Source: an optimization exercise on an open RTL-to-GDS flow (aim: small area, a short achievable clock period and few clock cycles). Production flows keep margins and buffers that such runs may drop.
At most, simulation tests tie the RTL to the original design; equivalence was not proved.
No functional check of the RTL was part of run 1.
No activity file was given, so power comes from the tool's default toggle rates.

`design/flow/run.sh`:
```
#!/bin/bash
# synth_recipe.tcl (not shown) runs the flow's synth.tcl, then flattens the netlist and writes it again
# the make line also repeats each setting of config.mk as NAME=value (left out here)
make -C /OpenROAD-flow-scripts/flow DESIGN_CONFIG=/design/flow/config.mk WORK_HOME=/design/flow/orfs CLKGATE_MAP_FILE= SYNTH_SCRIPT=/design/flow/synth_recipe.tcl finish
```
`design/flow/config.mk`:
```
export PLATFORM = sky130hd
export DESIGN_NAME = eddy_urlenc
export DESIGN_NICKNAME = eddy_urlenc
export VERILOG_FILES = /design/flow/design.v
export SDC_FILE = /design/flow/constraint.sdc
export NUM_CORES = 4
export LEC_CHECK = 0
export CAP_MARGIN = 20
export CORE_MARGIN = 2
export CORE_UTILIZATION = 20
export SLEW_MARGIN = 20
```
`design/flow/constraint.sdc`:
```
create_clock -name core_clock -period 10.0 [get_ports {clk}]
set_input_delay 2.0000 -clock core_clock [delete_from_list [all_inputs] [get_ports {clk}]]
set_output_delay 2.0000 -clock core_clock [all_outputs]
set_load 0.01 [all_outputs]
```
`design/flow/design.v`:
```
module eddy_urlenc (
    input  wire          clk,
    input  wire          rst,            
    input  wire          start,
    input  wire [6:0]    in_len,         
    input  wire [1015:0] txt_in,         
    output reg           busy,
    output reg           done,
    output reg           err,
    output reg  [2:0]    err_code,
    output reg  [4:0]    out_len,        
    output reg  [135:0]  out_buf         
);
    localparam [2:0] E_INVALID_ARG = 3'd1,
                     E_LENGTH      = 3'd4,
                     E_SCHEME      = 3'd5;
    localparam NT = 107;                 
    localparam W  = 21;                  
    reg [6:0] dd;          
    reg [4:0] o;           
    wire [95:0] head = txt_in[95:0];
    wire m_https_www = (in_len >= 7'd12) && (head[95:0] == {".www//:sptth"});
    wire m_http_www  = (in_len >= 7'd11) && (head[87:0] == {".www//:ptth"});
    wire m_https     = (in_len >= 7'd8)  && (head[63:0] == {"//:sptth"});
    wire m_http      = (in_len >= 7'd7)  && (head[55:0] == {"//:ptth"});
    wire       m_any = m_https_www | m_http_www | m_https | m_http;
    wire [1:0] pfx   = m_https_www ? 2'd1 : m_http_www ? 2'd0 : m_https ? 2'd3 : 2'd2;
    wire [2:0] st7   = m_https_www ? 3'd5 : m_http_www ? 3'd4 : m_https ? 3'd1 : 3'd0;
    wire [6:0] cd  = busy ? dd : {4'd0, st7};
    wire [6:0] rem = in_len - 7'd7 - cd;     
    wire [8*(NT+64)-1:0] s7 = {{(8*64){1'b0}}, txt_in[8*7 +: 8*NT]};
    wire [8*(63+W)-1:0]  s6;
    wire [8*(31+W)-1:0]  s5;
    wire [8*(15+W)-1:0]  s4;
    wire [8*(7+W)-1:0]   s3;
    wire [8*(3+W)-1:0]   s2;
    wire [8*(1+W)-1:0]   s1;
    wire [8*W-1:0]       win;
    assign s6  = cd[6] ? s7[8*64 +: 8*(63+W)] : s7[0 +: 8*(63+W)];
    assign s5  = cd[5] ? s6[8*32 +: 8*(31+W)] : s6[0 +: 8*(31+W)];
    assign s4  = cd[4] ? s5[8*16 +: 8*(15+W)] : s5[0 +: 8*(15+W)];
    assign s3  = cd[3] ? s4[8*8  +: 8*(7+W)]  : s4[0 +: 8*(7+W)];
    assign s2  = cd[2] ? s3[8*4  +: 8*(3+W)]  : s3[0 +: 8*(3+W)];
    assign s1  = cd[1] ? s2[8*2  +: 8*(1+W)]  : s2[0 +: 8*(1+W)];
    assign win = cd[0] ? s1[8*1  +: 8*W]      : s1[0 +: 8*W];
    function [7:0] wc(input integer k);
        wc = win[8*k +: 8];
    endfunction
    reg [15:0] hit;
    reg [16:0] inv, vld;
    reg [3:0]  code [0:15];
    reg [2:0]  slen [0:15];
    reg [7:0]  sym  [0:15];
    reg        b3, binfo, sl3, slinfo;
    reg [2:0]  base;
    integer    j;
    always @(*) begin
        for (j = 0; j <= 16; j = j + 1) begin
            inv[j] = (wc(j) < 8'd14);
            vld[j] = (rem > j);
        end
        for (j = 0; j < 16; j = j + 1) begin
            b3 = 1'b1;
            base = 3'd0;
            if      (wc(j+1) == "c" && wc(j+2) == "o" && wc(j+3) == "m") base = 3'd0;
            else if (wc(j+1) == "o" && wc(j+2) == "r" && wc(j+3) == "g") base = 3'd1;
            else if (wc(j+1) == "e" && wc(j+2) == "d" && wc(j+3) == "u") base = 3'd2;
            else if (wc(j+1) == "n" && wc(j+2) == "e" && wc(j+3) == "t") base = 3'd3;
            else if (wc(j+1) == "b" && wc(j+2) == "i" && wc(j+3) == "z") base = 3'd5;
            else if (wc(j+1) == "g" && wc(j+2) == "o" && wc(j+3) == "v") base = 3'd6;
            else b3 = 1'b0;
            b3     = b3 && (rem > j + 3);
            binfo  = (wc(j+1) == "i" && wc(j+2) == "n" && wc(j+3) == "f" && wc(j+4) == "o")
                     && (rem > j + 4);
            sl3    = (wc(j+4) == "/") && (rem > j + 4);
            slinfo = (wc(j+5) == "/") && (rem > j + 5);
            hit[j] = (wc(j) == ".") && (b3 || binfo);
            if (binfo) begin
                code[j] = slinfo ? 4'd4 : 4'd11;
                slen[j] = slinfo ? 3'd6 : 3'd5;
            end else begin
                code[j] = sl3 ? {1'b0, base} : {1'b0, base} + 4'd7;
                slen[j] = sl3 ? 3'd5 : 3'd4;
            end
            sym[j] = hit[j] ? {4'd0, code[j]} : wc(j);
        end
    end
    reg [16:0] geo;          
    reg [15:0] cand;         
    reg [16:0] pre;          
    reg [16:0] lit;          
    reg [15:0] first;        
    reg [15:0] wr;           
    reg        found, e_inv;
    reg [4:0]  p1;           
    reg [2:0]  lp;           
    always @(*) begin
        for (j = 0; j <= 16; j = j + 1)
            geo[j] = (j >= o);
        cand = hit & geo[15:0];
        pre[0] = ~cand[0];
        for (j = 1; j < 16; j = j + 1)
            pre[j] = pre[j-1] & ~cand[j];
        pre[16] = pre[15];
        found = ~pre[15];
        first[0] = cand[0];
        for (j = 1; j < 16; j = j + 1)
            first[j] = cand[j] & pre[j-1];
        lit = geo & pre & vld;
        e_inv = |(lit & inv);
        wr = lit[15:0] | first;
        p1 = 5'd0;
        lp = 3'd0;
        for (j = 0; j < 16; j = j + 1)
            if (first[j]) begin
                p1 = j + 1;
                lp = slen[j];
            end
    end
    wire e_len  = !found && !e_inv && vld[16];
    wire fin    = found ? ({2'd0, p1} + {4'd0, lp} == rem + 7'd1) : !vld[16];
    wire last   = fin || e_inv || e_len;
    wire [4:0] olast = found ? p1 : rem[4:0];
    reg [127:0] body_nxt;
    integer b;
    always @(*) begin
        for (b = 0; b < 16; b = b + 1)
            body_nxt[8*b +: 8] = wr[b] ? sym[b] : (busy ? out_buf[8 + 8*b +: 8] : 8'd0);
    end
    task clear_results;
        begin
            err      <= 1'b0;
            err_code <= 3'd0;
            out_len  <= 5'd0;
            out_buf  <= 136'd0;
        end
    endtask
    task fail(input [2:0] code);
        begin
            clear_results;
            err      <= 1'b1;
            err_code <= code;
            done     <= 1'b1;
            busy     <= 1'b0;
            o        <= 5'd0;
        end
    endtask
    always @(posedge clk) begin
        if (rst) begin
            busy  <= 1'b0;
            done  <= 1'b0;
            dd    <= 7'd0;
            o     <= 5'd0;
            clear_results;
        end else begin
            done <= 1'b0;
            if (busy || start) begin
                if (!busy && in_len == 7'd0) fail(E_INVALID_ARG);
                else if (!busy && !m_any) fail(E_SCHEME);
                else if (e_inv) fail(E_INVALID_ARG);
                else if (e_len) fail(E_LENGTH);
                else begin
                    if (!busy) out_buf[7:0] <= {6'd0, pfx};
                    out_buf[135:8] <= body_nxt;
                    dd <= cd + {4'd0, lp} - {6'd0, |lp};
                    if (fin) begin
                        err      <= 1'b0;
                        err_code <= 3'd0;
                        out_len  <= olast + 5'd1;
                        done     <= 1'b1;
                        busy     <= 1'b0;
                        o        <= 5'd0;
                    end else begin
                        busy     <= 1'b1;
                        o        <= p1;
                    end
                end
            end
        end
    end
endmodule
```
==> run_results.csv, run 1 <==
group,metric,value,unit
run_status,outcome,"complete, but fails checks",
run_status,checkFailReasons,"setup timing",
sta,post_route_clock_skew,0.03390,ns
sta,timing.slew.headroom,0.09106,
routing,route.layer.met1.wl,266000,µm
critical_path,reg2regPathDepth,42,
sta,final.period_utilization,1.032,
critical_path,cp_slowest_cell,"sky130_fd_sc_hd__or4_4",
power_and_ir_drop,maximum_resistive_drop_on_vdd,0.00007990,V
critical_path,cp-start-kind,"input pin",
routing,vias,93500,
floorplan,coreArea,0.2459,mm²
finish,final_cell_mix,"3283 x sky130_fd_sc_hd__buf_4, 978 x sky130_fd_sc_hd__clkdlybuf4s50_1, 541 x sky130_fd_sc_hd__nand2_1",
critical_path,cp.required,10.40,ns
routing,avgViaCountPerCell,6.475,
sta,min_period,10.32,ns
min_path,worst_hold_path.num_cells,2,
sta,post-route-worst-setup-slack,-0.3226,ns
power_and_ir_drop,switching_share_of_power,0.4653,
synthesis,yosys_most_used_dff,"sky130_fd_sc_hd__dfxtp_1",
critical_path,path_depth,50,
place,gp_routability_congestion,1.177,
finish,final_layout_size_suffix_gt1_frac,0.3934,
grt,antenna_found_initial,145,
grt,grt_max_degree,98,
power_and_ir_drop,power.share.sequential,0.147,
clock_tree,cts.htree.levels,4,
grt,grt.overflow.total,0,
routing,dr.max_layer_used,"met5",
floorplan,initial_core_util,0.2010,
routing,wl_met2,259300,µm
sta,final_max_slew_viol_count,0,
critical_path,critical_path_buf_inv_count,15,
finish,fill_cells,26160,
grt,grt_pass1_wl,867300,µm
critical_path,critical-path-max-stage-delay,0.50,ns
floorplan,die_area,0.2511,mm²
synthesis,synth-compound-area-share,0.4171,
synthesis,synth-seq-cells,152,
routing,drt_first_pass_iters,9,
sta,fmax,96.88,MHz
routing,antenna_left,0,
routing,total_detailed_routing_wirelength,687500,µm
clock_tree,tritoncts_clock_tree,"done",
routing,routed_wire_length_per_instance,47.61,µm
synthesis,synth-async-reset-ratio,0,
synthesis,yosysWarningCount,4,
critical_path,path_delay_family,"compound AO/OA/AOI/OAI gates",
critical_path,worstSetupPathType,"in -> reg",
grt,first_global_vias,85040,
synthesis,syn_area,0.04942,mm²
critical_path,setup.worst_path.end_class,"register",
synthesis,synthDistinctLibCells,138,
synthesis,synth_mux_area_frac,0.09367,
clock_tree,number_of_buffers_added_to_fix_hold_violations_after_cts,0,
min_path,hold_path.class,"reg -> reg",
sta,timing.final.setup_violations,17,
sta,finalHoldViolations,0,
clock_tree,tritoncts_num_sinks,152,
power_and_ir_drop,static-leakage-power,0.03937,µW
power_and_ir_drop,p_clk_frac,0.174,
clock_tree,tritoncts.num_buffers,17,
synthesis,synthCells,7037,
critical_path,worst-path-max-fanout,8,
sta,hold_ws,0.4370,ns
sta,tightestPinTransition,1.363,ns
synthesis,synth_xor_area_frac,0.008683,
clock_tree,clock_path_buffers,2,
power_and_ir_drop,power.density_cell_area,43.61,mW/mm²
finish,num-nets-final,12170,
sta,rsz_0062_raised_after_global_routing,"yes",
synthesis,synth_fa_ha_area_frac,0.01235,
clock_tree,clk_pin_slew,0.07,ns
finish,layout.cells.most_common,"sky130_fd_sc_hd__buf_4",
clock_tree,clock_tree.root_cell,"sky130_fd_sc_hd__clkbuf_16",
finish,area_delta_synth_final,91.33,%
place,portBuffers,1061,
clock_tree,insertion_delay,0.53,ns
synthesis,synth_top_family_by_area,"compound AO/OA/AOI/OAI gates",
power_and_ir_drop,internal_power,2205,µW
floorplan,number_of_rows_in_the_core_area,182,
power_and_ir_drop,share_of_total_power_in_combinational_logic,0.679,
routing,drt_first_iter_violations,16150,
synthesis,synth-seq-area-share,0.06157,
finish,layout.cells.non_filler,14440,
synthesis,post_synth_and_or_nand_nor_area_fraction,0.3214,
critical_path,worst_ep_arrival_time,10.72,ns
synthesis,synth_enable_flop_cells,0,
finish,layout.core_utilization,0.3845,
place,place_hpwl,595900,µm
run,max_cap_viol,0,
place,postPlaceCellArea,0.09147,mm²
place,detailedPlace.worstSlack,-2.417,ns
finish,stdcell_area,0.09456,mm²
floorplan,floorplan.io_pins,1173,
routing,route.met3.wl,96390,µm
floorplan,die_h,501.1,µm
critical_path,cpMostUsedCell,"sky130_fd_sc_hd__buf_4",
routing,drc,0,
power_and_ir_drop,psw,1919,µW
synthesis,post_synth.cell_area_avg,7.023,µm²
grt,track_usage,0.5203,
floorplan,die_w,501.1,µm
place,placed_cells,14200,
[what timing repair did]
item                                    in CTS  in global routing
buffers inserted                            53                 43
resized for setup                          317                214
endpoints found under the setup margin      86                 20
pin swaps                                   97                102
gates cloned                                 1                  1
[cell type report]
cell class | instances | area (µm²) | area share
Multi-Input combinational cell | 6076 | 44050 | 0.4659
Timing Repair Buffer | 4700 | 41960 | 0.4438
Tap cell | 3220 | 4029 | 0.04261
Sequential cell | 152 | 3064 | 0.03240
Inverter | 147 | 571.8 | 0.006047
Clock buffer | 17 | 425.4 | 0.004499
Antenna cell | 114 | 285.3 | 0.003017
Clock inverter | 14 | 167.7 | 0.001773
[cell families after synthesis]
group | count (synthesis)
flops | 152
compound gates | 2772
other cells | 1
simple gates | 2802
xor+xnor | 49
buf+inv | 815
fa+ha+maj | 47
mux | 399
[layer usage]
metal / global-route usage / up-vias
met1: 0.6394 / 46340
met3: 0.2266 / 2048
met4: 0.3978 / 52
li1: - / 36700
met2: 0.7027 / 8367
met5: 0 / -
[metrics by stage]
step	setup TNS, ns	power, µW
CTS	-0.1063	3939
global route	-3.462	4111
detailed placement	-112.17	3197
floorplan	-15.13	1201
finish	-3.062	4124
global placement	-116.22	3208
[registers in the layout (all words and copies together), names as in the netlist]
| signal | flops |
|---|---|
| busy | 1 |
| dd | 7 |
| done | 1 |
| err | 1 |
| err_code | 2 |
| o | 5 |
| out_buf | 130 |
| out_len | 5 |
[path summary, 6_finish.rpt]
kind | from | endpoint | slack [ns]
setup reg to reg | dd[5] | out_len[4] | 0.12
setup / recovery | txt_in[74] | out_len[4] | -0.32
hold reg to reg | out_buf[28] | out_buf[28] | 0.44
hold / removal | out_buf[28] | out_buf[28] | 0.44
[cell usage after synthesis, types with 128 or more instances]
cell / instances / share of area
sky130_fd_sc_hd__nand2_1: 554 / 0.042
sky130_fd_sc_hd__nor2_1: 500 / 0.038
sky130_fd_sc_hd__a21oi_1: 404 / 0.041
sky130_fd_sc_hd__o21ai_0: 367 / 0.037
sky130_fd_sc_hd__nand3_1: 239 / 0.024
sky130_fd_sc_hd__clkbuf_1: 232 / 0.018
sky130_fd_sc_hd__buf_2: 229 / 0.023
sky130_fd_sc_hd__mux2i_1: 224 / 0.045
sky130_fd_sc_hd__nor3_1: 195 / 0.020
sky130_fd_sc_hd__and4b_1: 169 / 0.034
sky130_fd_sc_hd__o22ai_1: 164 / 0.021
sky130_fd_sc_hd__and2_1: 163 / 0.021
sky130_fd_sc_hd__dfxtp_1: 152 / 0.062
sky130_fd_sc_hd__a211oi_1: 147 / 0.022
sky130_fd_sc_hd__a221oi_1: 146 / 0.026
sky130_fd_sc_hd__inv_1: 141 / 0.011
sky130_fd_sc_hd__mux2_2: 130 / 0.030
sky130_fd_sc_hd__nand4_1: 128 / 0.016
[worst register-to-register path: cells and delay by family (launching register included)]
family / cells / cell delay [ns]
AND/OR/NAND/NOR: 11 / 1.89
flip-flops: 1 / 0.89
AO/OA/AOI/OAI: 18 / 4.56
adder cells (fa/ha/maj): 1 / 0.20
XOR/XNOR: 1 / 0.10
buffers and inverters: 11 / 2.12
[power by group through the flow]
| stage | clock, µW | sequential, µW | combinational (µW) |
|---|---|---|---|
| 2_1_floorplan | 0 | 621 | 580 |
| 3_3_place_gp | 0 | 619 | 2590 |
| 3_5_place_dp | 0 | 619 | 2580 |
| 4_1_cts | 730 | 605 | 2600 |
| 5_1_grt | 748 | 605 | 2760 |
| 6_report | 717 | 605 | 2800 |
==> run 2: changes to the inputs <==
--- a/design/flow/design.v
+++ b/design/flow/design.v
@@ -18,4 +18,5 @@
     localparam W  = 21;                  
-    reg [6:0] dd;          
-    reg [4:0] o;           
+    reg [6:0]  dd;         
+    reg [6:0]  rr;         
+    reg [16:1] go;         
     wire [95:0] head = txt_in[95:0];
@@ -29,18 +30,30 @@
     wire [6:0] cd  = busy ? dd : {4'd0, st7};
-    wire [6:0] rem = in_len - 7'd7 - cd;     
-    wire [8*(NT+64)-1:0] s7 = {{(8*64){1'b0}}, txt_in[8*7 +: 8*NT]};
-    wire [8*(63+W)-1:0]  s6;
-    wire [8*(31+W)-1:0]  s5;
-    wire [8*(15+W)-1:0]  s4;
-    wire [8*(7+W)-1:0]   s3;
-    wire [8*(3+W)-1:0]   s2;
-    wire [8*(1+W)-1:0]   s1;
-    wire [8*W-1:0]       win;
-    assign s6  = cd[6] ? s7[8*64 +: 8*(63+W)] : s7[0 +: 8*(63+W)];
-    assign s5  = cd[5] ? s6[8*32 +: 8*(31+W)] : s6[0 +: 8*(31+W)];
-    assign s4  = cd[4] ? s5[8*16 +: 8*(15+W)] : s5[0 +: 8*(15+W)];
-    assign s3  = cd[3] ? s4[8*8  +: 8*(7+W)]  : s4[0 +: 8*(7+W)];
-    assign s2  = cd[2] ? s3[8*4  +: 8*(3+W)]  : s3[0 +: 8*(3+W)];
-    assign s1  = cd[1] ? s2[8*2  +: 8*(1+W)]  : s2[0 +: 8*(1+W)];
-    assign win = cd[0] ? s1[8*1  +: 8*W]      : s1[0 +: 8*W];
+    wire [6:0] rem = busy ? rr :
+                     m_https_www ? in_len - 7'd12 : m_http_www ? in_len - 7'd11 :
+                     m_https     ? in_len - 7'd8  : in_len - 7'd7;
+    wire [8*(NT+96+W)-1:0] s7 = {{(8*(96+W)){1'b0}}, txt_in[8*7 +: 8*NT]};
+    reg  [8*(31+W)-1:0] s5;
+    reg  [8*(7+W)-1:0]  s3;
+    reg  [8*(1+W)-1:0]  s1;
+    wire [8*W-1:0]      win = cd[0] ? s1[8 +: 8*W] : s1[0 +: 8*W];
+    always @(*) begin
+        case (cd[6:5])
+            2'd0: s5 = s7[0     +: 8*(31+W)];
+            2'd1: s5 = s7[8*32  +: 8*(31+W)];
+            2'd2: s5 = s7[8*64  +: 8*(31+W)];
+            default: s5 = s7[8*96 +: 8*(31+W)];
+        endcase
+        case (cd[4:3])
+            2'd0: s3 = s5[0     +: 8*(7+W)];
+            2'd1: s3 = s5[8*8   +: 8*(7+W)];
+            2'd2: s3 = s5[8*16  +: 8*(7+W)];
+            default: s3 = s5[8*24 +: 8*(7+W)];
+        endcase
+        case (cd[2:1])
+            2'd0: s1 = s3[0     +: 8*(1+W)];
+            2'd1: s1 = s3[8*2   +: 8*(1+W)];
+            2'd2: s1 = s3[8*4   +: 8*(1+W)];
+            default: s1 = s3[8*6 +: 8*(1+W)];
+        endcase
+    end
     function [7:0] wc(input integer k);
@@ -87,14 +100,13 @@
     end
-    reg [16:0] geo;          
-    reg [15:0] cand;         
-    reg [16:0] pre;          
-    reg [16:0] lit;          
-    reg [15:0] first;        
-    reg [15:0] wr;           
-    reg        found, e_inv;
-    reg [4:0]  p1;           
-    reg [2:0]  lp;           
-    always @(*) begin
-        for (j = 0; j <= 16; j = j + 1)
-            geo[j] = (j >= o);
+    wire [16:0] geo = busy ? {go, 1'b0} : 17'h1ffff;
+    reg  [15:0] cand;        
+    reg  [16:0] pre;         
+    reg  [16:0] lit;         
+    reg  [15:0] first;       
+    reg  [15:0] wr;          
+    reg  [16:1] go_nxt;
+    reg  [2:0]  lp;          
+    reg  [4:0]  p2;          
+    reg         found, e_inv, fin_m;
+    always @(*) begin
         cand = hit & geo[15:0];
@@ -111,14 +123,24 @@
         wr = lit[15:0] | first;
-        p1 = 5'd0;
+        for (j = 1; j <= 16; j = j + 1)
+            go_nxt[j] = ~pre[j-1];
         lp = 3'd0;
+        p2 = 5'd0;
+        fin_m = 1'b0;
         for (j = 0; j < 16; j = j + 1)
             if (first[j]) begin
-                p1 = j + 1;
                 lp = slen[j];
+                p2 = j + 2;
+                fin_m = (rem == j + slen[j]);
             end
     end
-    wire e_len  = !found && !e_inv && vld[16];
-    wire fin    = found ? ({2'd0, p1} + {4'd0, lp} == rem + 7'd1) : !vld[16];
-    wire last   = fin || e_inv || e_len;
-    wire [4:0] olast = found ? p1 : rem[4:0];
+    wire e_len = !found && !e_inv && vld[16];
+    wire fin   = found ? fin_m : !vld[16];
+    reg [6:0] dd_nxt, rr_nxt;
+    always @(*) begin
+        case (lp)
+            3'd4:    begin dd_nxt = cd + 7'd3; rr_nxt = rem - 7'd3; end
+            3'd5:    begin dd_nxt = cd + 7'd4; rr_nxt = rem - 7'd4; end
+            default: begin dd_nxt = cd + 7'd5; rr_nxt = rem - 7'd5; end
+        endcase
+    end
     reg [127:0] body_nxt;
@@ -144,3 +166,2 @@
             busy     <= 1'b0;
-            o        <= 5'd0;
         end
@@ -152,3 +173,4 @@
             dd    <= 7'd0;
-            o     <= 5'd0;
+            rr    <= 7'd0;
+            go    <= 16'd0;
             clear_results;
@@ -164,3 +186,5 @@
                     out_buf[135:8] <= body_nxt;
-                    dd <= cd + {4'd0, lp} - {6'd0, |lp};
+                    dd <= dd_nxt;
+                    rr <= rr_nxt;
+                    go <= go_nxt;
                     if (fin) begin
@@ -168,9 +192,7 @@
                         err_code <= 3'd0;
-                        out_len  <= olast + 5'd1;
+                        out_len  <= found ? p2 : rem[4:0] + 5'd1;
                         done     <= 1'b1;
                         busy     <= 1'b0;
-                        o        <= 5'd0;
                     end else begin
                         busy     <= 1'b1;
-                        o        <= p1;
                     end
--- a/design/flow/config.mk
+++ b/design/flow/config.mk
@@ -7,2 +7,3 @@
 export LEC_CHECK = 0
+export ABC_AREA = 1
 export CAP_MARGIN = 20
==> run 2 against run 1 <==
Compared with the run above: the run now finishes clean; maximum frequency up 7.6%; total power fell by 19%; highest routed layer unchanged; largest cell class unchanged; core utilization fell by 5.4 points.
==> run_results.csv, run 2 <==
group,metric,value,unit
grt,first_global_vias,69520,
critical_path,r2r-end,"out_buf[111]",
synthesis,synthDistinctLibCells,81,
grt,grt.overflow.total,0,
place,postPlaceCellArea,0.06988,mm²
place,place_hpwl,406100,µm
synthesis,top_area_cell_type_share_of_the_netlist_area,0.2660,
critical_path,cp.required,10.43,ns
sta,min_period,9.597,ns
synthesis,yosysWarningCount,4,
floorplan,initial_core_util,0.2013,
grt,grt_pass1_wl,610300,µm
critical_path,cpMostUsedCell,"sky130_fd_sc_hd__nand2_1",
finish,stdcell_area,0.07087,mm²
synthesis,synth_xor_area_frac,0.007096,
place,detailedPlace.worstSlack,-0.1533,ns
synthesis,synth-seq-cells,170,
floorplan,number_of_rows_in_the_core_area,170,
sta,fmax,104.2,MHz
sta,hold_ws,0.4619,ns
run_status,outcome,"complete, no violations",
critical_path,startpoint,"txt_in[9]",
critical_path,cp-start-kind,"input pin",
clock_tree,clock_path_buffers,2,
clock_tree,clock_tree.root_cell,"sky130_fd_sc_hd__clkbuf_16",
synthesis,synth_area_leaders,"sky130_fd_sc_hd__nand2_1 27%, sky130_fd_sc_hd__nand3_1 12%, sky130_fd_sc_hd__nor2_1 9.6%, sky130_fd_sc_hd__dfxtp_1 7.9%, sky130_fd_sc_hd__inv_1 6.1%",
clock_tree,insertion_delay,0.54,ns
sta,final.period_utilization,0.9597,
clock_tree,post_cts.repair.setup_buffers,0,
routing,routed_wire_length_per_instance,32.70,µm
critical_path,worst-path-max-fanout,14,
min_path,hold_path.class,"reg -> reg",
finish,largest_register_ffs,130,
synthesis,synth_enable_flop_cells,0,
synthesis,synth-compound-area-share,0.1818,
routing,route.met3.wl,60210,µm
critical_path,worst_ep_arrival_time,10.03,ns
sta,rsz_0062_raised_after_global_routing,"no",
critical_path,setup.worst_path.end_class,"register",
power_and_ir_drop,static-leakage-power,0.03271,µW
routing,dr.max_layer_used,"met5",
finish,layout.cells.most_common,"sky130_fd_sc_hd__nand2_1",
grt,antenna_found_initial,226,
synthesis,synth_fa_ha_area_frac,0.01147,
finish,num-nets-final,12310,
synthesis,post_synth.cell_area_avg,4.903,µm²
floorplan,floorplan.io_pins,1173,
clock_tree,tritoncts_num_sinks,170,
min_path,worst_hold_path.endpoint,"out_buf[42]",
synthesis,synth-async-reset-ratio,0,
finish,final_layout_size_suffix_gt1_frac,0.1848,
sta,post_route_clock_skew,0.03007,ns
sta,finalHoldViolations,0,
routing,route.layer.met1.wl,189400,µm
sta,timing.slew.headroom,0.1812,
floorplan,die_area,0.2197,mm²
run,max_cap_viol,0,
synthesis,yosysMostFrequentCell,"sky130_fd_sc_hd__nand2_1",
synthesis,synth_mux_area_frac,0.002462,
min_path,hold_start,"out_buf[42]",
routing,drc,0,
critical_path,worstSetupPathType,"in -> reg",
sta,post-route-worst-setup-slack,0.4028,ns
routing,total_detailed_routing_wirelength,465700,µm
critical_path,reg2regPathDepth,42,
synthesis,post_synth_and_or_nand_nor_area_fraction,0.5934,
routing,drt_first_pass_iters,8,
critical_path,cp_slowest_cell,"sky130_fd_sc_hd__clkdlybuf4s50_1",
clock_tree,tritoncts.num_buffers,17,
critical_path,critical-path-max-stage-delay,0.51,ns
floorplan,coreArea,0.2146,mm²
min_path,worst_hold_path.num_cells,2,
finish,area_delta_synth_final,64.05,%
grt,track_usage,0.4054,
routing,avgViaCountPerCell,5.404,
finish,layout.cells.non_filler,14240,
synthesis,yosys-top-cells-count,"3062 x sky130_fd_sc_hd__nand2_1, 1106 x sky130_fd_sc_hd__nor2_1, 1017 x sky130_fd_sc_hd__nand3_1",
synthesis,synth_top_family_by_area,"simple AND/OR/NAND/NOR gates",
sta,tightestPinTransition,1.228,ns
power_and_ir_drop,power.density_cell_area,47.16,mW/mm²
routing,drt_first_iter_violations,11830,
place,placed_cells,14060,
sta,timing.final.setup_violations,0,
synthesis,yosys_most_used_dff,"sky130_fd_sc_hd__dfxtp_1",
critical_path,reg2reg_slack,0.67,ns
finish,max_flop_register,"out_buf",
routing,wl_met2,182900,µm
synthesis,post-synth-top-area-cell,"sky130_fd_sc_hd__nand2_1",
synthesis,synth-seq-area-share,0.07878,
synthesis,syn_area,0.04320,mm²
floorplan,die_w,468.8,µm
sta,final_max_slew_viol_count,0,
floorplan,die_h,468.8,µm
routing,vias,76980,
finish,final_cell_mix,"3059 x sky130_fd_sc_hd__nand2_1, 1744 x sky130_fd_sc_hd__buf_4, 1099 x sky130_fd_sc_hd__nor2_1",
place,portBuffers,1061,
place,gp_routability_congestion,1.134,
clock_tree,clk_pin_slew,0.08,ns
clock_tree,cts.htree.levels,4,
finish,leading_registers_by_flop_count,"out_buf: 130 flops, go: 16 flops",
routing,antenna_left,0,
grt,grt_max_degree,102,
clock_tree,tritoncts_clock_tree,"done",
synthesis,synthCells,8812,
critical_path,critical_path.reg2reg.startpoint,"dd[6]",
power_and_ir_drop,maximum_resistive_drop_on_vdd,0.0001290,V
==> run 2: changes by cell type after synthesis, moves of 122 or more <==
cell                       delta
sky130_fd_sc_hd__nand4_1    +207
sky130_fd_sc_hd__nor2_1     +606
sky130_fd_sc_hd__mux2_2     -128
sky130_fd_sc_hd__a211oi_1   -131
sky130_fd_sc_hd__a21oi_1    -155
sky130_fd_sc_hd__and2_1     -159
sky130_fd_sc_hd__and4b_1    -169
sky130_fd_sc_hd__nand2_1   +2508
sky130_fd_sc_hd__mux2i_1    -217
sky130_fd_sc_hd__inv_1      +566
sky130_fd_sc_hd__a22oi_1    -122
sky130_fd_sc_hd__nand3_1    +778
==> run 2: layer usage <==
metal	vias to the layer above	GRT usage
met4	86	0.2440
met2	5204	0.5680
met3	982	0.1553
li1	34450	-
met5	-	0
met1	36260	0.5193
==> run 2: what timing repair did <==
item,CTS,global route
hold buffers,0,0
resized for setup,0,14
endpoints found under the setup margin,0,25
==> run 2: cell type report <==
class / instances / area, µm²
Antenna cell: 149 / 372.9
Timing Repair Buffer: 2893 / 25460
Sequential cell: 170 / 3415
Fill cell: 24880 / 143700
Clock buffer: 21 / 460.4
Tap cell: 2838 / 3551
Multi-Input combinational cell: 7383 / 34550
Clock inverter: 10 / 102.6
Inverter: 780 / 2959
==> run 2: logic make-up (layout without fill, tap and decap cells) <==
kind of cell / count (synthesis) / after routing
xor+xnor: 35 / 35
simple gates: 5975 / 5975
other cells: 1 / 156
flops: 170 / 170
compound gates: 1317 / 1317
mux: 10 / 10
buf+inv: 1265 / 3704
fa+ha+maj: 39 / 39
==> run 2: per-stage QoR <==
stage | TNS [ns] | utilization | total power (µW)
after floorplan | 0 | - | 1253
after global placement | -0.5518 | 0.3256 | 2563
after detailed placement | -0.7092 | 0.3256 | 2558
after CTS | 0 | 0.3282 | 3281
after global routing | 0 | 0.3295 | 3423
final | 0 | 0.3302 | 3342
==> run 2: worst max-delay path, delay by kind of cell <==
family	cells	cell delay [ns]
buffers and inverters	13	2.31
and+or+nand+nor	30	4.21
AOI/OAI and AO/OA	6	1.13
adders and majority gates	1	0.33
==> run 2: where the power goes <==
part / switching, µW / internal (µW) / total, µW
Sequential: 8.48 / 692 / 701
Combinational: 1120 / 812 / 1930
Clock: 371 / 341 / 712
==> run 2: how the worst max path moves through the flow <==
stage / cells after the start / endpoint / slack [ns]
6_report: 50 / dd[4] / 0.40
2_1_floorplan: 44 / dd[4] / 1.96
3_5_place_dp: 54 / dd[4] / -0.15
5_1_grt: 54 / dd[4] / 0.005
3_3_place_gp: 57 / dd[4] / -0.16
4_1_cts: 54 / dd[4] / 0.38
Testbench counts of run 2, summed over its fixed seeds: cycles 2,090.

## static timing again, ports no longer ideal
How much do the figures lean on ideal ports? The routed layouts below were timed once more, with nothing changed but the port constraints.
Step 1: set_driving_cell puts a clkbuf_16 on clk and a buf_2 on each other input, an assumption about the parent block.
Step 2, shift: input delay + t, output delay - t, t = (earliest + latest rising clock arrival at the registers) / 2. This alone moves slack from input paths to output paths.
Three values: ideal, step 1, step 2; two values: the first two.
run | t, ns | slack for setup (ns) | worst hold slack (ns)
run 1 | 0.584 | -0.323 / -0.347 / -0.931 | 0.437 / 0.437 / 0.437
run 2 | 0.583 | 0.403 / 0.420 / -0.163 | 0.462 / 0.462 / 0.462
Met with ideal ports but missed after step 2: setup timing in run 2. For run 1, which loses most, drivers alone change the setup slack by -0.024 ns; drivers and shift together by -0.608 ns.
